This is an optimization exercise on Yosys and OpenROAD, whose aim is small area, not a production implementation.
Only simulation tests tie the RTL to the original design; equivalence was not proved.
Power figures rest on the tool's default switching activity, not on a simulated workload.

<file path="flow/run.sh">
#!/bin/bash
# synth_recipe.tcl (not shown) runs the flow's synth.tcl, then flattens the netlist and writes it again
# the make line also repeats each setting of config.mk as NAME=value (left out here)
make -C /OpenROAD-flow-scripts/flow DESIGN_CONFIG=/design/flow/config.mk WORK_HOME=/design/flow/orfs CLKGATE_MAP_FILE= SYNTH_SCRIPT=/design/flow/synth_recipe.tcl finish
</file>
<file path="flow/config.mk">
export PLATFORM = sky130hd
export DESIGN_NAME = crc_frame_engine
export DESIGN_NICKNAME = crc_frame_engine
export VERILOG_FILES = /design/flow/design.v
export SDC_FILE = /design/flow/constraint.sdc
export NUM_CORES = 4
export LEC_CHECK = 0
export CAP_MARGIN = 20
export CORE_MARGIN = 2
export CORE_UTILIZATION = 40
export SLEW_MARGIN = 20
</file>
<file path="flow/constraint.sdc">
create_clock -name core_clock -period 6.0 [get_ports {clk}]
set_input_delay 1.2000 -clock core_clock [delete_from_list [all_inputs] [get_ports {clk}]]
set_output_delay 1.2000 -clock core_clock [all_outputs]
set_load 0.01 [all_outputs]
</file>
<file path="flow/design.v">
module crc_frame_engine (
    input  wire        clk,
    input  wire        rst,         
    input  wire        req_valid,
    output wire        req_ready,
    input  wire        req_write,
    input  wire [6:0]  req_addr,    
    input  wire [1:0]  req_size,    
    input  wire [31:0] req_wdata,
    output wire        rsp_valid,
    output wire        rsp_err,     
    output wire [31:0] rsp_rdata
);
    reg [15:0]  crc;
    reg [119:0] buf_q;         
    reg [3:0]   count;
    reg [2:0]   pres;
    reg         cmd_err;
    reg         ovf;
    reg [15:0]  dist_mm;
    reg [15:0]  magnitude;
    reg [7:0]   mag_exp;
    reg [7:0]   ambient;
    reg [15:0]  precision;
    reg         smp_vld;       
    reg [15:0]  calc_crc;
    reg [15:0]  recv_crc;
    reg         fcrc_vld;      
    reg         busy;
    reg [3:0]   idx;
    reg [2:0]   bitcnt;
    wire [31:0] w       = req_wdata;
    wire [3:0]  cmd_op  = w[3:0];
    wire [7:0]  cmd_a   = w[15:8];
    wire [7:0]  cmd_len = w[23:16];
    wire        cmd_src = w[4];
    wire bus_ok = (req_size == 2'd2) && (req_addr[1:0] == 2'b00);
    wire wr_ok  = req_valid && bus_ok && req_write;
    wire is_cmd = wr_ok && (req_addr[6:2] == 5'h00);
    reg cmd_legal;
    always @(*) begin
        case (cmd_op)
            4'h0, 4'h1, 4'h4, 4'h6:
                cmd_legal = (w[31:4] == 28'd0);
            4'h2, 4'h5:
                cmd_legal = (w[31:16] == 16'd0) && (w[7:4] == 4'd0);
            4'h3:
                cmd_legal = (w[31:24] == 8'd0) && (w[7:5] == 3'd0);
            default:
                cmd_legal = 1'b0;
        endcase
    end
    wire cmd_ok   = is_cmd && cmd_legal;
    wire op_init  = cmd_ok && (cmd_op == 4'h1);
    wire op_byte  = cmd_ok && (cmd_op == 4'h2);
    wire op_range = cmd_ok && (cmd_op == 4'h3);
    wire op_clear = cmd_ok && (cmd_op == 4'h4);
    wire op_push  = cmd_ok && (cmd_op == 4'h5);
    wire op_parse = cmd_ok && (cmd_op == 4'h6);
    wire [4:0] range_end   = cmd_a[3:0] + cmd_len[3:0];
    wire [4:0] range_limit = cmd_src ? 5'd10 : {1'b0, count};
    wire       range_ok    = (cmd_a[7:4] == 4'd0) && (cmd_len[7:4] == 4'd0) &&
                             (range_end <= range_limit);
    wire full       = (count == 4'd15);
    wire start_ok   = (buf_q[7:0] == 8'h0A);
    wire parse_walk = op_parse && full && start_ok;
    wire range_walk = op_range && range_ok && (cmd_len != 8'd0);
    wire long_op = op_byte || range_walk || parse_walk;
    wire last_bit  = (bitcnt == 3'd7);
    wire [3:0] idx_inc = idx + 4'd1;
    wire cmp_phase = idx[3] & idx[2] & (idx[1] | idx[0]);
    wire walk_done = last_bit &&
                     (op_byte ||
                      (op_range && (idx_inc == range_end[3:0])) ||
                      (op_parse && (idx == 4'd14)));
    wire finish    = busy && walk_done;
    assign req_ready = busy ? walk_done : !long_op;
    wire   accept    = req_valid && req_ready;
    wire       walk_rom = cmd_src;
    wire [4:0] rd_word  = busy ? {walk_rom | op_byte, op_byte, !walk_rom & !op_byte, idx[3:2]}
                               : req_addr[6:2];
    wire [3:0] lane_en;
    assign lane_en[0] = !busy | (idx[1:0] == 2'd0);
    assign lane_en[1] = !busy | (idx[1:0] == 2'd1);
    assign lane_en[2] = !busy | (idx[1:0] == 2'd2);
    assign lane_en[3] = !busy | (idx[1:0] == 2'd3);
    wire [14:0] th;
    genvar g;
    assign th[14] = (count == 4'd15);
    generate
        for (g = 0; g < 14; g = g + 1) begin : g_th
            assign th[g] = th[g+1] | (count == g + 1);
        end
    endgenerate
    wire s_status = (rd_word == 5'h01);
    wire s_crc    = (rd_word == 5'h02);
    wire s_count  = (rd_word == 5'h03);
    wire s_dist   = (rd_word == 5'h08) & smp_vld;
    wire s_mag    = (rd_word == 5'h09) & smp_vld;
    wire s_amb    = (rd_word == 5'h0A) & smp_vld;
    wire s_prec   = (rd_word == 5'h0B) & smp_vld;
    wire s_fcrc   = (rd_word == 5'h0C) & fcrc_vld;
    wire s_cf0    = (rd_word == 5'h10);
    wire s_cf2    = (rd_word == 5'h12);
    reg [31:0] read_value;
    integer k;
    always @(*) begin
        read_value = ({26'd0, ovf, cmd_err, 1'b0, pres} & {32{s_status}})
                   | ({16'd0, crc}                      & {32{s_crc}})
                   | ({28'd0, count}                    & {32{s_count}})
                   | ({16'd0, dist_mm}                  & {32{s_dist}})
                   | ({8'd0, mag_exp, magnitude}        & {32{s_mag}})
                   | ({24'd0, ambient}                  & {32{s_amb}})
                   | ({16'd0, precision}                & {32{s_prec}})
                   | ({recv_crc, calc_crc}              & {32{s_fcrc}})
                   | ({16'd0, 8'h24 & {8{lane_en[1]}}, 8'h0A & {8{lane_en[0]}}} & {32{s_cf0}})
                   | ({16'd0, 8'h72 & {8{lane_en[1]}}, 8'h0F & {8{lane_en[0]}}} & {32{s_cf2}});
        for (k = 0; k < 15; k = k + 1)
            read_value[8*(k%4) +: 8] = read_value[8*(k%4) +: 8]
                | (buf_q[8*k +: 8] & {8{(rd_word == 5'h04 + k/4) & th[k] & lane_en[k%4]}});
    end
    assign rsp_valid = accept;
    assign rsp_err   = !bus_ok;
    assign rsp_rdata = read_value;
    wire [7:0] walk_byte = read_value[7:0] | read_value[15:8] | read_value[23:16]
                         | read_value[31:24] | (cmd_a & {8{op_byte}});
    wire       walk_bit  = walk_byte[~bitcnt];
    wire        crc_fb   = crc[15] ^ walk_bit;
    wire [15:0] crc_next = {crc[14:0], crc_fb} ^ ({16{crc_fb}} & 16'h1020);
    wire        calc_fb   = calc_crc[15] ^ (walk_bit & !cmp_phase);
    wire        calc_tap  = calc_fb & !cmp_phase;
    wire [15:0] calc_next = {calc_crc[14:0], calc_fb} ^ ({16{calc_tap}} & 16'h1020);
    wire        mismatch  = cmp_phase && (calc_crc[15] != walk_bit);
    integer i;
    always @(posedge clk) begin
        if (!busy) begin
            bitcnt <= 3'd0;
            idx    <= op_parse ? 4'd2 : cmd_a[3:0];
        end else begin
            bitcnt <= bitcnt + 3'd1;
            if (last_bit) idx <= idx_inc;
        end
        for (i = 0; i < 15; i = i + 1)
            if (accept && op_push && count == i)
                buf_q[8*i +: 8] <= cmd_a;
        if (busy && op_parse) begin
            if (cmp_phase) recv_crc <= {recv_crc[14:0], walk_bit};
        end
        if (!busy && parse_walk)
            calc_crc <= 16'hFFFF;
        else if (busy && op_parse)
            calc_crc <= calc_next;
        if (finish && op_parse && !pres[2] && !mismatch) begin
            dist_mm   <= {buf_q[8*5 +: 8],  buf_q[8*6 +: 8]};
            magnitude <= {buf_q[8*7 +: 8],  buf_q[8*8 +: 8]};
            mag_exp   <= buf_q[8*9 +: 8];
            ambient   <= buf_q[8*10 +: 8];
            precision <= {buf_q[8*11 +: 8], buf_q[8*12 +: 8]};
        end
    end
    always @(posedge clk) begin
        if (rst) begin
            crc      <= 16'hFFFF;
            count    <= 4'd0;
            pres     <= 3'd0;
            cmd_err  <= 1'b0;
            ovf      <= 1'b0;
            smp_vld  <= 1'b0;
            fcrc_vld <= 1'b0;
            busy     <= 1'b0;
        end else if (busy) begin
            if (op_parse) begin
                if (mismatch) pres <= 3'd4;
                if (finish && !pres[2] && !mismatch) smp_vld <= 1'b1;
            end else begin
                crc <= crc_next;
            end
            if (finish) busy <= 1'b0;
        end else if (long_op) begin
            busy <= 1'b1;
            if (op_range) crc <= 16'hFFFF;
            if (op_parse) begin
                pres     <= 3'd1;
                fcrc_vld <= 1'b1;
            end
        end else if (wr_ok) begin
            case (req_addr[6:2])
            5'h00: begin  
                if (!cmd_legal) cmd_err <= 1'b1;
                if (op_init) crc <= 16'hFFFF;
                if (op_range) begin
                    if (!range_ok) cmd_err <= 1'b1;
                    else crc <= 16'hFFFF;           
                end
                if (op_clear) count <= 4'd0;
                if (op_push) begin
                    if (full) ovf <= 1'b1;
                    else count <= count + 4'd1;
                end
                if (op_parse) begin
                    if (!full) pres <= 3'd2;
                    else pres <= 3'd3;              
                end
            end
            5'h01: begin  
                if (w[4]) cmd_err <= 1'b0;
                if (w[5]) ovf     <= 1'b0;
            end
            5'h02: crc <= w[15:0];
            default: ;
            endcase
        end
    end
endmodule
</file>
==> notes.md <==
==> routing by layer <==
| layer | up-vias | global-route usage, % | part of all wire (%) |
|---|---|---|---|
| li1 | 4168 | - | - |
| met4 | 0 | 6.16 | 2.4 |
| met5 | - | 0 | 0 |
| met2 | 450 | 40.7 | 45 |
| met1 | 4666 | 37.9 | 44 |
| met3 | 52 | 4.00 | 8.6 |
==> what timing repair did <==
| item | 4_1_cts | 5_1_grt |
|---|---|---|
| gates resized for setup | 11 | 7 |
| pin swaps | 2 | 0 |
| setup endpoints to repair | 4 | 12 |
| gates cloned | 0 | 0 |
| buffers inserted | 0 | 0 |
==> final timing paths <==
| check | cells after the start | slack, ns | endpoint | from |
|---|---|---|---|---|
| worst min-delay path | 0 | 0.44 | dist_mm[4] | buf_q[52] |
| worst max register to register | 16 | 0.87 | dist_mm[9] | count[0] |
| worst max-delay path | 13 | 0.11 | rsp_rdata[1] | req_wdata[14] |
| worst min register to register | 0 | 0.44 | dist_mm[4] | buf_q[52] |
==> state kept, by name, summed over array words and instances, names as in the netlist <==
signal	flops
ambient	8
bitcnt	3
buf_q	120
busy	1
calc_crc	16
cmd_err	1
count	4
crc	16
dist_mm	16
fcrc_vld	1
idx	4
mag_exp	8
magnitude	16
ovf	1
precision	16
pres	3
recv_crc	16
smp_vld	1
==> final cells by class <==
| cell class | instances | area [um2] | area share, % |
|---|---|---|---|
| well taps | 384 | 480 | 3.25 |
| flip-flops and latches | 251 | 7070 | 47.8 |
| clock inverters | 19 | 224 | 1.51 |
| inverters | 17 | 63.8 | 0.431 |
| repair buffers | 228 | 2000 | 13.5 |
| multi-input cells | 627 | 4270 | 28.9 |
| clock buffers | 30 | 687 | 4.64 |
==> worst max-delay path, delay by kind of cell <==
kind / cells / cell delay (ns)
AOI/OAI and AO/OA: 4 / 1.04
and+or+nand+nor: 2 / 0.68
buffers and inverters: 7 / 1.78
==> report_power, final <==
group          internal (W)  total [W]  switching, W
clock               0.00101    0.00172      0.000710
combinational      0.000101   0.000222      0.000121
sequential          0.00187    0.00187    0.00000339
==> cell families (layout without fill, tap and decap cells) <==
family / Yosys count / after routing / share of synthesized area [%]
fa+ha+maj: 19 / 19 / 2.12
compound gates: 277 / 277 / 17.8
buf+inv: 69 / 294 / 2.49
simple gates: 317 / 317 / 15.1
xor+xnor: 14 / 14 / 1.30
flops: 251 / 251 / 61.1
==> synth_stat cells (all sizes together), types with 10 or more instances <==
cell type	instances	area share, %
o21ai	32	1.4
dfxtp	47	8.1
nor3	15	0.75
a21o	12	0.78
nand2	51	1.7
or4	18	1.3
clkbuf	41	1.3
nor4	11	0.73
o22ai	17	0.92
nand3	16	0.74
and3	10	0.54
inv	17	0.55
buf	11	0.60
a22o	19	1.4
nand2b	25	1.4
a22oi	44	2.9
o22a	16	1.2
a21oi	47	2.1
edfxtp	204	53
a221o	10	0.87
ha	18	1.9
and2	10	0.54
nor2	101	3.3
a222oi	21	1.8
==> through the flow <==
step,instances,setup slack (ns)
after floorplan,947,-0.901
after global placement,1507,-0.209
after detailed placement,1507,-0.248
after CTS,1556,0.0521
after global routing,1556,0.0678
final,1556,0.109
==> summary.md <==
- **sequential share of the synthesized area** 61.1%
- **Die Width** 174 um
- **Worst Tran Pin Value** 1.04 ns
- **Max VDD drop** 0.293 mV
- **LEAKAGE** 5.28 nW
- **clock network latency to the later pin of the worst-skew pair** 0.56 ns
- **via count of the first global-routing pass** 8839
- **Critical Path RT** 4.80 ns
- **Setup Crit Path Kind** in -> out
- **Clock Root Buffer** sky130_fd_sc_hd__clkbuf_16
- **placed standard-cell area** 13800 um2
- **number of detailed-route iterations in the first pass** 6
- **total congestion overflow after global routing** 0
- **worst hold margin** 0.441 ns
- **initial drt markers** 1145
- **count of input and output buffers** 79
- **Max FO, Critical Path** 12
- **slowest CP cell** sky130_fd_sc_hd__clkdlybuf4s50_1
- **DRC violations left** 0
- **critical path endpoint category** output pin
- **Post-synth ARST share** 0%
- **peak clock frequency supported by timing** 170 MHz
- **post-synthesis to final-layout area growth** 27.9%
- **estimated wirelength of the detail-placed design** 29.3 mm
- **filler cell count** 2541
- **top-level I/O count** 80
- **clock skew** 0.0229 ns
- **status** timing/DRC/antenna clean
- **sum of internal, switching and leakage power** 0.00381 W
- **Yosys warning total** 1
- **CP Launch Type** input port
- **routed wire length per instance** 25.7 um
- **clock buffers created by TritonCTS** 27
- **PD cells** 258 nW/um2
- **worst slew margin relative to its limit** 30.4%
- **worst min-delay path category** reg -> reg
- **total vias in the final route** 9336
- **critical path data arrival time** 4.69 ns
- **number of clock sinks** 251
- **setup TNS after final layout** 0 ns
- **library cell appearing most often on the critical path** sky130_fd_sc_hd__buf_4
- **share of layout cells above drive strength 1** 19.5%
- **count of final setup violators** 0
- **pin count of the biggest net entering global routing** 29
- **Antenna Nets Post-Route** 0
- **final hold violations** 0
- **routability cong.** 0.971
- **Unique masters post-synth** 76
- **most used flip-flop cell after synthesis** sky130_fd_sc_hd__edfxtp_1
- **antenna violations before repair** 0
- **vertical die dimension** 174 um
- **CTS tree** done
- **most frequent cells in the layout** sky130_fd_sc_hd__edfxtp_1 (204), sky130_fd_sc_hd__buf_4 (142), sky130_fd_sc_hd__nor2_1 (99), sky130_fd_sc_hd__clkdlybuf4s50_1 (73), sky130_fd_sc_hd__nand2_1 (49)
- **time the worst path needs with I/O delays and setup** 5.89 ns
- **Std-Cell Rows** 62
- **Worst-path clk slew** 0.07 ns
- **number of enable flip-flop cells after synthesis** 204
- **most common cell after layout, fill and taps aside** sky130_fd_sc_hd__edfxtp_1
- **global router's overall resource usage** 25.9%
- **RSZ-0062 raised after global routing** no
- **htree depth** 1
- **starting utilization of the core area** 40.5%
- **average vias per placed instance** 6.00
- **Final Slew Violations** 0
- **Avg Synthesized Cell Area** 12.2 um2
- **first-pass GRT wire length** 58.3 mm
- **Max-cap violations** 0
- **CTS hold repair buffers** 0
- **antenna cells** 0
- **Routed WL** 40.0 mm
- **sequence of cells on the critical path** clkdlybuf4s50_1, or4_1, buf_4, o221a_2, o41ai_4, buf_12, a21oi_2, buf_4, a221o_1, nor3_2, buf_4, inv_1, clkdlybuf4s50_1
- **Post-Synthesis Cells** 947
- **delay of the slowest cell on the worst path** 0.57 ns
- **Mapped Nets** 1011
- **number of buffers between clock root and the deepest sink** 3
- **Total Nets Final** 1216
- **summed instance area of the synthesized netlist** 11600 um2
- **die area** 30300 um2
- **core utilization of the finished layout** 51.8%
- **core area** 28500 um2
- **Seq cells post-synth** 251
- **final critical-path share of the clock period** 98.2%
- **final design area excluding fillers** 14800 um2

## re-timing with driven ports
The results above use ideal ports. As a check the final layout listed here was re-extracted and re-timed, cells and wires unchanged. Step 1, drivers: a clkbuf_16 drives clk and a buf_2 each remaining input, both assumed. Step 2 times the ports against the registers' clock, not the clock port: input delays grow and output delays shrink by t, the midpoint of the rising clock arrivals with the driver on. Slacks: ideal ports / drivers / drivers and shift; pairs: ideal ports / drivers.
shift t [ns]: 0.599
setup WS [ns]: 0.109 / 0.086 / -0.217
latest minus earliest clock arrival (ns): 0.023 / 0.023
cell pins on the clock port's net: 1
With both steps, setup timing fails in this run, where it was met with ideal ports. For this run, drivers alone change the setup slack by -0.023 ns; drivers and shift together by -0.326 ns.
